Context: an optimization exercise on an open-source flow, tuned for small area, a short achievable clock period and few clock cycles. The choices shown serve that exercise and are no tape-out recipe.
At most, simulation tests tie the RTL to the original design; equivalence was not proved.
Power is estimated from default activity; no workload was simulated.

==> garnet <==
## sdrb
module sdrb (
    input  wire        clk,
    input  wire        rst_n,
    input  wire        cmd_valid,
    output wire        cmd_ready,
    input  wire [31:0] cmd_word,
    input  wire [31:0] cmd_arg0,
    input  wire [31:0] cmd_arg1,
    output wire        rsp_valid,
    input  wire        rsp_ready,
    output wire [31:0] rsp_data,
    output wire        rsp_err
);
    localparam [31:0] HALF  = 32'h3F000000;
    localparam [31:0] ONE   = 32'h3F800000;
    localparam [31:0] HW_ID = 32'h53440100;
    localparam [7:0] OP_NOP     = 8'h00, OP_INIT    = 8'h01,
                     OP_WRITE   = 8'h10, OP_READ    = 8'h11, OP_SETRP  = 8'h12,
                     OP_RBRESET = 8'h13, OP_RESIZE  = 8'h14, OP_GETCAP = 8'h15,
                     OP_SETCAPF = 8'h16, OP_STEP    = 8'h17, OP_GETWC  = 8'h18,
                     OP_GETRC   = 8'h19, OP_DERESET = 8'h20, OP_SETDLY = 8'h21,
                     OP_SETFB   = 8'h22, OP_SETMIX  = 8'h23, OP_MIXSTEP = 8'h24,
                     OP_PROCESS = 8'h25, OP_BLKWR   = 8'h30, OP_BLKRD  = 8'h31,
                     OP_REGRD   = 8'h40, OP_STATCLR = 8'h41;
    localparam [2:0] S_IDLE = 3'd0, S_EXEC = 3'd1, S_HOLD = 3'd2, S_B = 3'd3,
                     S_C    = 3'd4, S_D    = 3'd5, S_SER  = 3'd6;
    localparam [2:0] P_MOD = 3'd0, P_MUL = 3'd1, P_DIV = 3'd2, P_DLY = 3'd3,
                     P_FIN = 3'd4, P_FINB = 3'd5;
    reg  [2:0]  state;
    reg         rst_q;                   
    reg         rdy_q;                   
    reg         is_step_q;               
    reg  [7:0]  opc;
    reg         cc;                      
    reg  [3:0]  idx;                     
    reg  [31:0] a0_q, a1_q;
    reg         legal, ch0, ch1, blk_ok, is_ring, is_blk;
    reg         two_ch;                  
    reg  [24:0] capacity;
    reg  [4:0]  alloc;
    reg  [4:0]  wc0, wc1;                
    reg  [23:0] rc0, rc1;                
    reg  [31:0] feedback, mix, omix;     
    reg  [23:0] dsamp;
  ...
Settings: LEC_CHECK=0, CAP_MARGIN=20, CORE_MARGIN=2, CORE_UTILIZATION=25, SLEW_MARGIN=20; clock period 60.0 ns.
standard.sh (not shown) runs the stock make flow with config.mk's settings and CLKGATE_MAP_FILE= SYNTH_SCRIPT=/design/flow/synth_recipe.tcl, a recipe that flattens the netlist after the stock synthesis.
==> flow/flow/run.sh <==
#!/bin/bash
# Layout flow: the standard flow (standard.sh) unchanged, except that the
# buffers ORFS puts on every input and output port at placement are
# sky130_fd_sc_hd__buf_2 cells instead of the cell buffer_ports picks itself.
# Runs in the work folder; the flow's full output goes to standard.log here.
set -o pipefail
export BUFFER_PORTS_ARGS="-buffer_cell sky130_fd_sc_hd__buf_2"
bash standard.sh > standard.log 2>&1
==> yarrow (differences from garnet) <==
--- a/flow/design.v
+++ b/flow/design.v
@@ -96,31 +96,33 @@
     reg  signed [9:0] be;
     reg  [1:0]  kind;                  
     reg         sz;
     wire [23:0] ma  = {1'b1, a[22:0]};
     wire [11:0] mul = hi ? bh : mn[11:0];
     wire [35:0] add = hi ? {12'd0, pl[35:12]} : 36'd0;
     wire [35:0] q   = ma * mul + add;
     always @(posedge clk) begin
-        pl <= q;
-        bh <= mn[23:12];
-        sz <= a[31] ^ b[31];
-        be <= $signed({2'b00, a[30:23]})
-            + $signed({2'b00, b[30:24], b[23] | b_e0})
-            - $signed({5'd0, lz}) - 10'sd126;
-        if (((a[30:23] == 8'hFF) & (a[22:0] != 0)) | ((b[30:23] == 8'hFF) & (b[22:0] != 0)) |
-            ((a[30:23] == 8'hFF) & (b[30:0] == 0)) | ((b[30:23] == 8'hFF) & (a[30:0] == 0)))
-            kind <= 2'd1;
-        else if ((a[30:23] == 8'hFF) | (b[30:23] == 8'hFF))
-            kind <= 2'd2;
-        else if ((a[30:0] == 0) | (b[30:0] == 0))
-            kind <= 2'd3;
-        else
-            kind <= 2'd0;
+        if (!hi) begin
+            pl <= q;
+            bh <= mn[23:12];
+            sz <= a[31] ^ b[31];
+            be <= $signed({2'b00, a[30:23]})
+                + $signed({2'b00, b[30:24], b[23] | b_e0})
+                - $signed({5'd0, lz}) - 10'sd126;
+            if (((a[30:23] == 8'hFF) & (a[22:0] != 0)) | ((b[30:23] == 8'hFF) & (b[22:0] != 0)) |
+                ((a[30:23] == 8'hFF) & (b[30:0] == 0)) | ((b[30:23] == 8'hFF) & (a[30:0] == 0)))
+                kind <= 2'd1;
+            else if ((a[30:23] == 8'hFF) | (b[30:23] == 8'hFF))
+                kind <= 2'd2;
+            else if ((a[30:0] == 0) | (b[30:0] == 0))
+                kind <= 2'd3;
+            else
+                kind <= 2'd0;
+        end
     end
     wire [31:0] rz;
     sdrb_fround u_rnd (.sign(sz), .p({q, pl[11:0]}), .be(be), .z(rz));
     always @* begin
         case (kind)
             2'd1:    z = 32'h7FC00000;
             2'd2:    z = {sz, 8'hFF, 23'd0};
             2'd3:    z = {sz, 31'd0};
@@ -213,17 +215,17 @@
                      OP_REGRD   = 8'h40, OP_STATCLR = 8'h41;
     localparam [2:0] S_IDLE = 3'd0, S_EXEC = 3'd1, S_HOLD = 3'd2, S_B = 3'd3,
                      S_C    = 3'd4, S_D    = 3'd5, S_SER  = 3'd6;
     localparam [2:0] P_MOD = 3'd0, P_MUL = 3'd1, P_DIV = 3'd2, P_DLY = 3'd3,
                      P_FIN = 3'd4, P_FINB = 3'd5;
     reg  [2:0]  state;
     reg         rst_q;                   
     reg         rdy_q;                   
-    reg         is_step_q;               
+    reg         is_step_q, is_proc_q;    
     reg  [7:0]  opc;
     reg         cc;                      
     reg  [3:0]  idx;                     
     reg  [31:0] a0_q, a1_q;
     reg         legal, ch0, ch1, blk_ok, is_ring, is_blk;
     reg         two_ch;                  
     reg  [24:0] capacity;
     reg  [4:0]  alloc;
@@ -339,29 +341,30 @@
     wire        lag_int = !(lag_e == 8'hFF) && !a0_q[31] && (lag_e >= 8'd127);
     wire        ex_go    = (state == S_EXEC) && !hazard;
     wire        ex_proc  = ex_go && legal && (opc == OP_PROCESS);
     wire        ex_fg    = ex_go && legal && (opc == OP_STEP || opc == OP_MIXSTEP);
     wire        st_B     = (state == S_B);
     wire        st_C     = (state == S_C);
     wire        st_D     = (state == S_D);
     wire        idle_s   = (state == S_IDLE);
-    wire        a_c      = eng_on ? ta_c : cc;
+    wire        a_c      = eng_on ? ta_c : ((idle_s || is_proc_q) ? 1'b0 : cc);
     wire [4:0]  wc_a     = a_c ? wc1 : wc0;
     wire [23:0] rc_a     = a_c ? rc1 : rc0;
     wire        spec_go  = ex_proc && !proc_arg && pn0 != 4'd0 && spec_ok;
     wire        doB      = (bg_odd && ta_v) || st_B || spec_go;
     wire        doC      = (bg_odd && tc_v) || st_C;
     wire        doD      = (bg_even && td_v) || st_D;
-    wire        m2_hi    = bg_odd || st_C;
-    wire        do_om    = omix_job;
+    wire        m2_hi    = bg_even || st_C;
+    wire        do_om    = omix_job && !doB && !doD;
     reg  [3:0]  bsel;
     always @* begin
-        if (bg_even && ta_v) bsel = {ta_c, ta_i};
-        else                 bsel = {cc, idx[2:0]};
+        if (bg_even && ta_v)          bsel = {ta_c, ta_i};
+        else if ((idle_s || is_proc_q) && !eng_on) bsel = 4'd0;
+        else              bsel = {cc, idx[2:0]};
     end
     wire [15:0] b_hot = bv & (16'd1 << bsel);
     reg  [31:0] blk_rd;
     integer kb;
     always @* begin
         blk_rd = 32'd0;
         for (kb = 0; kb < 16; kb = kb + 1) blk_rd = blk_rd | (blk[kb] & {32{b_hot[kb]}});
     end
@@ -387,17 +390,17 @@
                 if (capacity[4:0] <= 5'd4 && adv >= {capacity[2:0], 2'b00})
                     adv = adv - {capacity[2:0], 2'b00};
                 if (capacity[4:0] <= 5'd8 && adv >= {capacity[3:0], 1'b0})
                     adv = adv - {capacity[3:0], 1'b0};
                 if (adv >= capacity[4:0]) adv = adv - capacity[4:0];
             end
         end
     end
-    wire [31:0] m1_a = doC ? mix : (is_step_q && !eng_on) ? a1_q : feedback;
+    wire [31:0] m1_a = doC ? mix : (is_step_q && !eng_on && !idle_s) ? a1_q : feedback;
     wire [31:0] m1_b = doC ? y_q : st_rd;
     wire [31:0] ad_a = doD ? t3_q : do_om ? ONE : x_q;
     wire [31:0] ad_b = do_om ? {~mix[31], mix[30:0]} : m1_q;
     wire [31:0] m1_z, ad_z, m2_z;
     sdrb_fmul  u_m1 (.a(m1_a), .b(m1_b), .z(m1_z));
     sdrb_fadd  u_ad (.a(ad_a), .b(ad_b), .z(ad_z));
     sdrb_fmul2 u_m2 (.clk(clk), .hi(m2_hi), .a(omix), .b(x_q), .z(m2_z));
     wire        s_bit   = a0_q[31];
@@ -493,77 +496,63 @@
     wire [2:0]  nx_i    = nx_last ? 3'd0 : ta_i + 3'd1;
     wire        st_cmd = (state == S_EXEC) && (opc == OP_WRITE) && !eng_on;
     wire        st_we  = doB_st || (ex_go && legal && opc == OP_WRITE && ch_valid && !ex_e);
     wire [31:0] st_wd  = st_cmd ? a0_q : ad_z;
     wire        bl_job = bg_even && td_v;
     wire        bl_we  = bl_job || (ex_go && opc == OP_BLKWR && blk_ok);
     wire [3:0]  bl_a   = bl_job ? {td_c, td_i} : {cc, idx[2:0]};
     wire [31:0] bl_wd  = bl_job ? ad_z : a0_q;
-    wire [31:0] st_hot = 32'd1 << {a_c, wc_a[3:0]};
-    wire [15:0] bl_hot = 16'd1 << bl_a;
-    wire        st_clr = (ex_go && legal && !ex_e &&
-                          (opc == OP_INIT || opc == OP_RBRESET || opc == OP_RESIZE)) ||
-                         (state == S_SER && sp == P_DLY && opc == OP_DERESET &&
-                          !(ovf || acc == 36'd0 || acc > 36'd16));
-    genvar gk;
-    generate
-        for (gk = 0; gk < 32; gk = gk + 1) begin : g_st
-            always @(posedge clk) if (st_we && st_hot[gk]) store[gk] <= st_wd;
-        end
-        for (gk = 0; gk < 16; gk = gk + 1) begin : g_bl
-            always @(posedge clk) if (bl_we && bl_hot[gk]) blk[gk] <= bl_wd;
-        end
-    endgenerate
     always @(posedge clk) begin
-        if (!rst_q || st_clr) sv <= 32'd0;
-        else if (st_we)       sv <= sv | st_hot;
-        if (!rst_q)           bv <= 16'd0;
-        else if (bl_we)       bv <= bv | bl_hot;
+        if (st_we) store[{a_c, wc_a[3:0]}] <= st_wd;
+        if (bl_we) blk[bl_a] <= bl_wd;
     end
     always @(posedge clk) begin
         m1_q  <= m1_z;
-        t3_q  <= m2_z;
         rst_q <= rst_n;
         spec_ok <= rst_q && idle_s && !eng_on;
         spec_rc <= adv;
         rdy_q <= rst_n && rst_q && (state == S_IDLE ? !(cmd_valid && rdy_q) :
                                     state == S_EXEC ? ex_rsp && rsp_ready :
                                     state == S_HOLD && rsp_ready);
         if (!rst_q) begin
             state    <= S_IDLE;
-            cc <= 1'b0; idx <= 4'd0; is_step_q <= 1'b0;
             two_ch   <= 1'b1;
             capacity <= 25'd16;
             alloc    <= 5'd16;
             wc0 <= 5'd0; wc1 <= 5'd0; rc0 <= 24'd0; rc1 <= 24'd0;
             feedback <= HALF;
             mix      <= ONE;
             omix     <= 32'd0;
             dsamp    <= 24'd0;
             st_warn  <= 4'd0;
             st_err   <= 3'd0;
+            sv       <= 32'd0;
+            bv       <= 16'd0;
             eng_on   <= 1'b0;
             omix_job <= 1'b0;
         end else begin
             if (doA) begin
                 if (a_c) rc1 <= {19'd0, adv}; else rc0 <= {19'd0, adv};
             end
             if (doB_st) begin
+                sv[{a_c, wc_a[3:0]}] <= 1'b1;
                 if (a_c) wc1 <= adv; else wc0 <= adv;
             end
             if (doB) y_q <= doB_st ? ad_z : 32'd0;
+            if (m2_hi) t3_q <= m2_z;
             if (do_om) begin
                 omix     <= ad_z;
                 omix_job <= 1'b0;
             end
             if (idle_s && !eng_on) x_q <= blk_rd;
             if (spec_go) rc0 <= {19'd0, spec_rc};
             if (bg_even) begin
                 if (ta_v) x_q <= blk_rd;
+                if (td_v) bv[{td_c, td_i}] <= 1'b1;
                 td_v   <= 1'b0;
                 eng_ph <= 1'b1;
                 if (!ta_v && !tc_v) eng_on <= 1'b0;
             end
             if (bg_odd) begin
                 td_v <= tc_v; td_c <= tc_c; td_i <= tc_i;
                 tc_v <= ta_v; tc_c <= ta_c; tc_i <= ta_i; tc_inv <= ta_inv;
                 ta_v <= ta_v && nx_v;
@@ -582,44 +571,44 @@
                     ch0     <= ch0_i;
                     ch1     <= (chf_i == 8'd1);
                     blk_ok  <= blk_ok_i;
                     is_ring <= legal_i && ring_i;
                     is_blk  <= blk_i && blk_ok_i;
                     a0_q   <= cmd_arg0;
                     a1_q   <= cmd_arg1;
                     is_step_q <= (cmd_word[31:24] == OP_STEP);
+                    is_proc_q <= (cmd_word[31:24] == OP_PROCESS);
                     if (st_err == 3'd0) err_cmd <= cmd_word;
                     state  <= S_EXEC;
                 end
             end
             S_EXEC: if (!hazard) begin
                 rsp_q     <= ex_e ? 32'd0 : ex_data;
                 rsp_err_q <= ex_e;
                 if (!ex_long) state <= rsp_ready ? S_IDLE : S_HOLD;
-                if (!ex_long && rsp_ready) begin
-                    cc <= 1'b0; idx <= 4'd0; is_step_q <= 1'b0;
-                end
                 st_err <= st_err | ex_err;
                 if (!legal) begin
                 end else case (opc)
                 OP_INIT: if (!ex_e) begin
                     two_ch   <= a1_q[1];
                     alloc    <= a0_q[4:0];
                     capacity <= {20'd0, a0_q[4:0]};
                     feedback <= HALF;
                     mix      <= ONE;
                     omix     <= 32'd0;
                     omix_job <= 1'b0;
                     dsamp    <= 24'd0;
+                    sv <= 32'd0;
                     wc0 <= 5'd0; wc1 <= 5'd0; rc0 <= 24'd0; rc1 <= 24'd0;
                 end
                 OP_WRITE: begin
                     if (!ch_valid) st_warn[0] <= 1'b1;
                     else if (!ex_e) begin
+                        sv[{cc, wc_c[3:0]}] <= 1'b1;
                         if (cc) wc1 <= adv; else wc0 <= adv;
                     end
                 end
                 OP_READ: begin
                     if (!ch_valid) st_warn[0] <= 1'b1;
                     else if (!ex_e) begin
                         if (cc) rc1 <= {19'd0, adv}; else rc0 <= {19'd0, adv};
                     end
@@ -632,21 +621,23 @@
                         acc     <= 36'd0;
                         clamp_q <= 1'b0;
                         fin_c   <= cc;
                         sp      <= P_MOD;
                         state   <= S_SER;
                     end
                 end
                 OP_RBRESET: begin
+                    sv <= 32'd0;
                     wc0 <= 5'd0; wc1 <= 5'd0; rc0 <= 24'd0; rc1 <= 24'd0;
                 end
                 OP_RESIZE: if (!ex_e) begin
                     alloc    <= a0_q[4:0];
                     capacity <= {20'd0, a0_q[4:0]};
+                    sv <= 32'd0;
                     wc0 <= 5'd0; wc1 <= 5'd0; rc0 <= 24'd0; rc1 <= 24'd0;
                 end
                 OP_SETCAPF: if (!ex_e) capacity <= a0_q[24:0];
                 OP_STEP, OP_MIXSTEP: begin
                     if (!ch_valid) st_warn[0] <= 1'b1;
                     if (ex_long) begin
                         x_q   <= a0_q;
                         state <= S_B;
@@ -697,16 +688,17 @@
                             ta_c   <= 1'b0;
                             ta_i   <= 3'd0;
                             ta_inv <= 1'b0;
                             tc_v   <= 1'b0;
                         end
                     end
                 end
                 OP_BLKWR: if (blk_ok) begin
+                    bv[{cc, idx[2:0]}] <= 1'b1;
                 end
                 OP_STATCLR: st_warn <= 4'd0;
                 default: ;
                 endcase
             end
             S_B: begin
                 rsp_q     <= ad_z;
                 rsp_err_q <= 1'b0;
@@ -728,55 +720,54 @@
                     end else begin
                         if (as_ge) acc[24:0] <= as_z[24:0];
                         else       acc[24:0] <= {acc[23:0], s_bit};
                         a0_q <= {a0_q[30:0], 1'b0};
                         cnt  <= cnt - 8'd1;
                     end
                 end
                 P_MUL: begin
-                    if (acc == 36'd0 && a0_q[31:24] == 8'd0 && cnt >= 8'd8) begin
+                    if (cnt == 8'd0) begin
+                        sp  <= P_DIV;
+                        cnt <= 8'd18;
+                        rem <= 10'd0;
+                    end else if (acc == 36'd0 && a0_q[31:24] == 8'd0 && cnt >= 8'd8) begin
                         a0_q <= {a0_q[23:0], 8'd0};
                         cnt  <= cnt - 8'd8;
                     end else begin
                         acc  <= as_z[35:0];
                         if (as_z[36:35] != 2'd0) ovf <= 1'b1;
                         a0_q <= {a0_q[30:0], 1'b0};
                         cnt  <= cnt - 8'd1;
                     end
-                    if (cnt == 8'd1 || (cnt == 8'd8 && acc == 36'd0 && a0_q[31:24] == 8'd0)) begin
-                        sp  <= P_DIV;
-                        cnt <= 8'd18;
-                        rem <= 10'd0;
-                    end
                 end
                 P_DIV: begin
-                    if (rem == 10'd0 && acc[35:28] == 8'd0 && cnt >= 8'd4) begin
+                    if (cnt == 8'd0) sp <= P_DLY;
+                    else if (rem == 10'd0 && acc[35:28] == 8'd0 && cnt >= 8'd4) begin
                         acc <= {acc[27:0], 8'd0};
                         cnt <= cnt - 8'd4;
                     end else begin
                         acc <= {acc[33:0], dv_q};
                         rem <= dv_r[9:0];
                         cnt <= cnt - 8'd1;
                     end
-                    if (cnt == 8'd1 || (cnt == 8'd4 && rem == 10'd0 && acc[35:28] == 8'd0))
-                        sp <= P_DLY;
                 end
                 P_DLY: begin
                     if (opc == OP_DERESET) begin
                         if (ovf || acc == 36'd0 || acc > 36'd16) begin
                             st_err[1] <= 1'b1;
                             rsp_q     <= 32'd0;
                             rsp_err_q <= 1'b1;
                             state     <= S_HOLD;
                         end else begin
                             dsamp    <= {19'd0, acc[4:0]};
                             alloc    <= acc[4:0];
                             capacity <= {20'd0, acc[4:0]};
-                                    wc0 <= 5'd0; wc1 <= 5'd0; rc0 <= 24'd0; rc1 <= 24'd0;
+                            sv <= 32'd0;
+                            wc0 <= 5'd0; wc1 <= 5'd0; rc0 <= 24'd0; rc1 <= 24'd0;
                             rsp_q     <= 32'd0;
                             rsp_err_q <= 1'b0;
                             state     <= S_HOLD;
                         end
                     end else begin
                         if (ovf || as_ge) begin
                             st_warn[3] <= 1'b1;
                             clamp_q    <= 1'b1;
@@ -801,17 +792,14 @@
                         rsp_q     <= 32'd0;
                         rsp_err_q <= 1'b0;
                         state     <= S_HOLD;
                     end
                 end
                 default: ;
                 endcase
             end
-            S_HOLD: if (rsp_ready) begin
-                state <= S_IDLE;
-                cc <= 1'b0; idx <= 4'd0; is_step_q <= 1'b0;
-            end
+            S_HOLD: if (rsp_ready) state <= S_IDLE;
             default: state <= S_IDLE;
             endcase
         end
     end
 endmodule
==> flow/run.sh (new file) <==
#!/bin/bash
# synth_recipe.tcl (not shown) runs the flow's synth.tcl, then flattens the netlist and writes it again
# the make line also repeats each setting of config.mk as NAME=value (left out here)
make -C /OpenROAD-flow-scripts/flow DESIGN_CONFIG=/design/flow/config.mk WORK_HOME=/design/flow/orfs CLKGATE_MAP_FILE= SYNTH_SCRIPT=/design/flow/synth_recipe.tcl finish
removed: flow/flow/run.sh
removed: flow/standard.sh
==> willow (differences from garnet) <==
==> flow/config.mk (replaced) <==
export PLATFORM = sky130hd
export DESIGN_NAME = sdrb
export DESIGN_NICKNAME = sdrb
export VERILOG_FILES = /design/flow/design.v
export SDC_FILE = /design/flow/constraint.sdc
export NUM_CORES = 8
export LEC_CHECK = 0
export CAP_MARGIN = 20
export CORE_MARGIN = 2
export CORE_UTILIZATION = 40
export CTS_BUF_LIST = sky130_fd_sc_hd__clkbuf_4 sky130_fd_sc_hd__clkbuf_8
export SLEW_MARGIN = 20
==> flow_summary.toml <==
[floorplan]
core-area_mm2 = 0.3725

[sta]
whs_ns = 0.4430
fmax_mhz = 40.82

[clock_tree]
insertion_delay_ns = 1.15
cts_max_level = 5

[pwr]
power.switching_w = 0.003831
sequentialPowerShare_pct = 30.8
p_int_w = 0.004210

[grt]
antenna_found_initial = 61

[outcome]
outcome = "no timing/DRC/antenna violations"

[yosys]
seq_area_frac_synth_pct = 42.11
ys_ff_latch = 2237

[final_layout]
nNonClkBuffers = 663

[drt]
wl_per_cell_um = 31.06
-- figures above: willow

==> flow_summary.toml <==
[sta]
whs_ns = 0.4548
fmax_mhz = 37.64

[yosys]
synth_common_cells = "1929 x edfxtp_1, 1695 x nand2_1, 1150 x nor2_1"
synth_top_flop_cell = "edfxtp_1"
seq_area_frac_synth_pct = 43.22

[outcome]
outcome = "no timing/DRC/antenna violations"

[final_layout]
nNonClkBuffers = 646

[clock_tree]
cts_max_level = 4

[drt]
wl_per_cell_um = 29.16

[pwr]
sequentialPowerShare_pct = 38.0
-- figures above: yarrow

==> flow_summary.toml <==
[yosys]
seq_area_frac_synth_pct = 42.11
ys_ff_latch = 2237

[grt]
grtUsageMet3_pct = 6.268
grt_max_degree = 101
antenna_found_initial = 82

[sta]
fmax_mhz = 40.85

[pwr]
sequentialPowerShare_pct = 30.5
pwr-share-clk_pct = 18.2

[clock_tree]
insertion_delay_ns = 1.01
cts_max_level = 4

[floorplan]
core-area_mm2 = 0.5977

[drt]
wl_per_cell_um = 28.18

[outcome]
outcome = "no timing/DRC/antenna violations"
-- figures above: garnet

Testbench counts of yarrow, summed over its fixed seeds: cycles 14,562.
Only the layout flow was run in garnet and willow; the RTL was not checked for function there.

==> port drivers added, routing unchanged <==
The flow's constraints put no driver on any port. The routed layouts listed below were extracted and timed again, unchanged, in two steps. Step 1 assumes that a clkbuf_16 drives the clock port and a buf_2 every other input. Step 2 also shifts input and output timing later by t, the mid clock arrival at the registers, as if the neighbouring blocks saw the same clock. Slacks: ideal / step 1 / step 2; pairs: ideal / step 1.
| run | t (ns) | setup slack, ns | worst data-port slew with drivers (ns) | pins driven straight from the clock port |
|---|---|---|---|---|
| garnet | 1.032 | 35.518 / 35.494 / 35.494 | 0.19 | 1 |
| yarrow | 1.013 | 33.429 / 33.429 / 33.429 | 0.37 | 1 |
| willow | 1.194 | 35.504 / 35.481 / 35.481 | 0.25 | 1 |
After both steps setup and hold are still met in every run listed. The setup slack of garnet, which loses most, moves by -0.024 ns with the drivers and by -0.024 ns with both steps.
